From an optimization exercise on the open Yosys and OpenROAD flow, aimed at small area; shortcuts taken in it are not production practice. The RTL was checked by simulation tests, not by an equivalence proof against the original design.

## v6
// mbrtu_slave
module mbrtu_slave (
    input  wire        clk,
    input  wire        rst,
    input  wire [7:0]  cfg_unit,
    input  wire [15:0] di,
    input  wire        rx_valid,
    input  wire [7:0]  rx_data,
    input  wire        rx_eof,
    output reg         tx_valid,
    output reg  [7:0]  tx_data,
    input  wire        tx_ready,
    output reg         tx_dir,
    output wire        busy
);
export LEC_CHECK = 0
export CAP_MARGIN = 20
export CORE_MARGIN = 2
export CORE_UTILIZATION = 60
export PLACE_DENSITY = 0.7
export SLEW_MARGIN = 20
create_clock -name core_clock -period 10.0 [get_ports {clk}]
standard.sh (not shown) runs the stock make flow with config.mk's settings and CLKGATE_MAP_FILE= SYNTH_SCRIPT=/design/flow/synth_recipe.tcl, a recipe that flattens the netlist after the stock synthesis.
==> flow/flow/run.sh <==
#!/bin/bash
# Own layout flow: the standard ORFS flow with
#  - synthesis through flow/mysynth.tcl: the standard script, but ripple
#    adders and an area-oriented ABC script (flow/abc_deep.script) for the
#    combinational logic; registers are mapped as in the standard synthesis;
#  - CTS without dummy load cells, clkbuf_4 buffers in small clusters;
#  - plain buf_1 cells as the port buffers.
# ORFS writes each step's full log under orfs/logs; make's output goes to
# flow_make.log here.
set -euo pipefail
F=$PWD/flow
export MY_ABC_SCRIPT=$F/abc_deep.script
export CTS_ARGS="-sink_clustering_enable -repair_clock_nets -dont_use_dummy_load -buf_list sky130_fd_sc_hd__clkbuf_4 -sink_clustering_size 11 -sink_clustering_max_diameter 35"
export BUFFER_PORTS_ARGS="-buffer_cell sky130_fd_sc_hd__buf_1"
bash standard.sh SYNTH_SCRIPT=$F/mysynth.tcl finish > flow_make.log 2>&1
==> flow/flow/abc_deep.script <==
strash
&get -n
&deepsyn -T 60 -S 4
&put
dch -f
map -a
strash
dch -f
amap
topo
dnsize
==> flow/flow/mysynth.tcl <==
proc synth {args} { yosys synth -nofsm -noshare {*}$args }
# Area-oriented mapping of the combinational logic: ripple adders instead of
# Kogge-Stone lookahead and the platform's full-adder cells, and an ABC script
# that maps for area twice.  Registers are mapped exactly as in the standard
# synthesis.
set ::env(SYNTH_OPERATIONS_ARGS) "-booth"
if {[info exists ::env(ADDER_MAP_FILE)]} { unset ::env(ADDER_MAP_FILE) }
proc abc {args} {
  set i [lsearch -exact $args -script]
  if {$i >= 0 && [info exists ::env(MY_ABC_SCRIPT)]} { lset args [expr {$i + 1}] $::env(MY_ABC_SCRIPT) }
  yosys abc {*}$args
}
source $::env(SCRIPTS_DIR)/synth.tcl
# left out here: clear keep_hierarchy, flatten, clean up, hide names made inside functions, write 1_2_yosys.v
## Diff of input files: v7 against v6
-- flow/flow/run.sh --
<<< v6, line 12
export MY_ABC_SCRIPT=$F/abc_deep.script
export CTS_ARGS="-sink_clustering_enable -repair_clock_nets -dont_use_dummy_load -buf_list sky130_fd_sc_hd__clkbuf_4 -sink_clustering_size 11 -sink_clustering_max_diameter 35"
export BUFFER_PORTS_ARGS="-buffer_cell sky130_fd_sc_hd__buf_1"
>>> v7, line 12
export MY_ABC_SCRIPT=$F/abc_deep.script
export CTS_ARGS="-sink_clustering_enable -repair_clock_nets -dont_use_dummy_load -buf_list sky130_fd_sc_hd__clkbuf_4 -sink_clustering_size 12 -sink_clustering_max_diameter 35"
export BUFFER_PORTS_ARGS="-buffer_cell sky130_fd_sc_hd__buf_1"
Results
v7 went all the way through the flow, and no timing, DRC or antenna check failed. v7 against v6: wire length after detailed routing decreased 6.2%, wire length of the first global-routing pass went down by about 4.7%. Diff v6 -> v7: global-route usage moved down; number of antenna diodes has decreased. Against v6, worst-case setup margin in the final layout in v7 came out better.

---

mbrtu_slave, a different RTL version from the one above (not shown whole).
For scale: roughly 2200 cells after synthesis, about 1300 flip-flops, roughly 48 I/O pins, ~0.031 mm2 of cells after synthesis.
Design mbrtu_slave, start of the top module:
module mbrtu_slave (
    input  wire        clk,
    input  wire        rst,
    input  wire [7:0]  cfg_unit,
    input  wire [15:0] di,
    input  wire        rx_valid,
    input  wire [7:0]  rx_data,
    input  wire        rx_eof,
    output reg         tx_valid,
    output reg  [7:0]  tx_data,
    input  wire        tx_ready,
    output reg         tx_dir,
    output wire        busy
);
export LEC_CHECK = 0
export CAP_MARGIN = 20
export CORE_MARGIN = 2
export CORE_UTILIZATION = 60
export PLACE_DENSITY = 0.7
export SLEW_MARGIN = 20
create_clock -name core_clock -period 10.0 [get_ports {clk}]
==> flow/flow/run.sh <==
#!/bin/bash
# Own layout flow: the standard ORFS flow with
#  - synthesis through flow/mysynth.tcl: the standard script, but ripple
#    adders and an area-oriented ABC script (flow/abc_deep.script) for the
#    combinational logic; registers are mapped as in the standard synthesis;
#  - CTS without dummy load cells, clkbuf_4 buffers in small clusters;
#  - plain buf_1 cells as the port buffers.
# ORFS writes each step's full log under orfs/logs; make's output goes to
# flow_make.log here.
set -euo pipefail
F=$PWD/flow
export MY_ABC_SCRIPT=$F/abc_deep.script
export CTS_ARGS="-sink_clustering_enable -repair_clock_nets -dont_use_dummy_load -buf_list sky130_fd_sc_hd__clkbuf_4 -sink_clustering_size 11 -sink_clustering_max_diameter 35"
export BUFFER_PORTS_ARGS="-buffer_cell sky130_fd_sc_hd__buf_1"
bash standard.sh SYNTH_SCRIPT=$F/mysynth.tcl finish > flow_make.log 2>&1
==> flow/flow/abc_deep.script <==
strash
&get -n
&deepsyn -T 60 -S 3
&put
dch -f
map -a
strash
dch -f
amap
topo
dnsize
Scripts as last shown in full above: flow/flow/mysynth.tcl
Then changed:
GPL_ROUTABILITY_DRIVEN = 0   (was not set)
GPL_TIMING_DRIVEN = 0   (was not set)
Result: The changed run ran to the end with no violations; routed wire length shrinks by 7.9%; core utilization came out lower by 0.26 points; clock skew drops by 0.029 ns.

[afterwards: timing with drivers on the ports]
The flow's constraints put no driver on any port. The routed layouts listed below were extracted and timed again, unchanged, in two steps. Step 1 (the two cells are an assumption about what drives the block):
set clk [get_ports {clk}]
set_driving_cell -lib_cell sky130_fd_sc_hd__clkbuf_16 $clk
set_driving_cell -lib_cell sky130_fd_sc_hd__buf_2 [delete_from_list [all_inputs] $clk]
Step 2, shift: input delay + t, output delay - t, t = (earliest + latest rising clock arrival at the registers) / 2. This alone moves slack from input paths to output paths. Slacks: ideal / step 1 / step 2; pairs: ideal / step 1.
run	t, ns	setup slack, ns	worst setup path after step 2	latest minus earliest clock arrival (ns)
v6	0.980	4.923 / 4.961 / 3.982	input to register	0.098 / 0.099
v7	0.975	5.051 / 5.090 / 4.116	input to register	0.124 / 0.123
the first run of note 2	0.983	4.497 / 4.497 / 4.438	input to register	0.128 / 0.127
the second run of note 2	0.985	3.645 / 3.645 / 3.645	register to register	0.108 / 0.108
After both steps every run listed still meets setup and hold. For v6, which loses most, drivers alone change the setup slack by +0.038 ns; drivers and shift together by -0.941 ns.
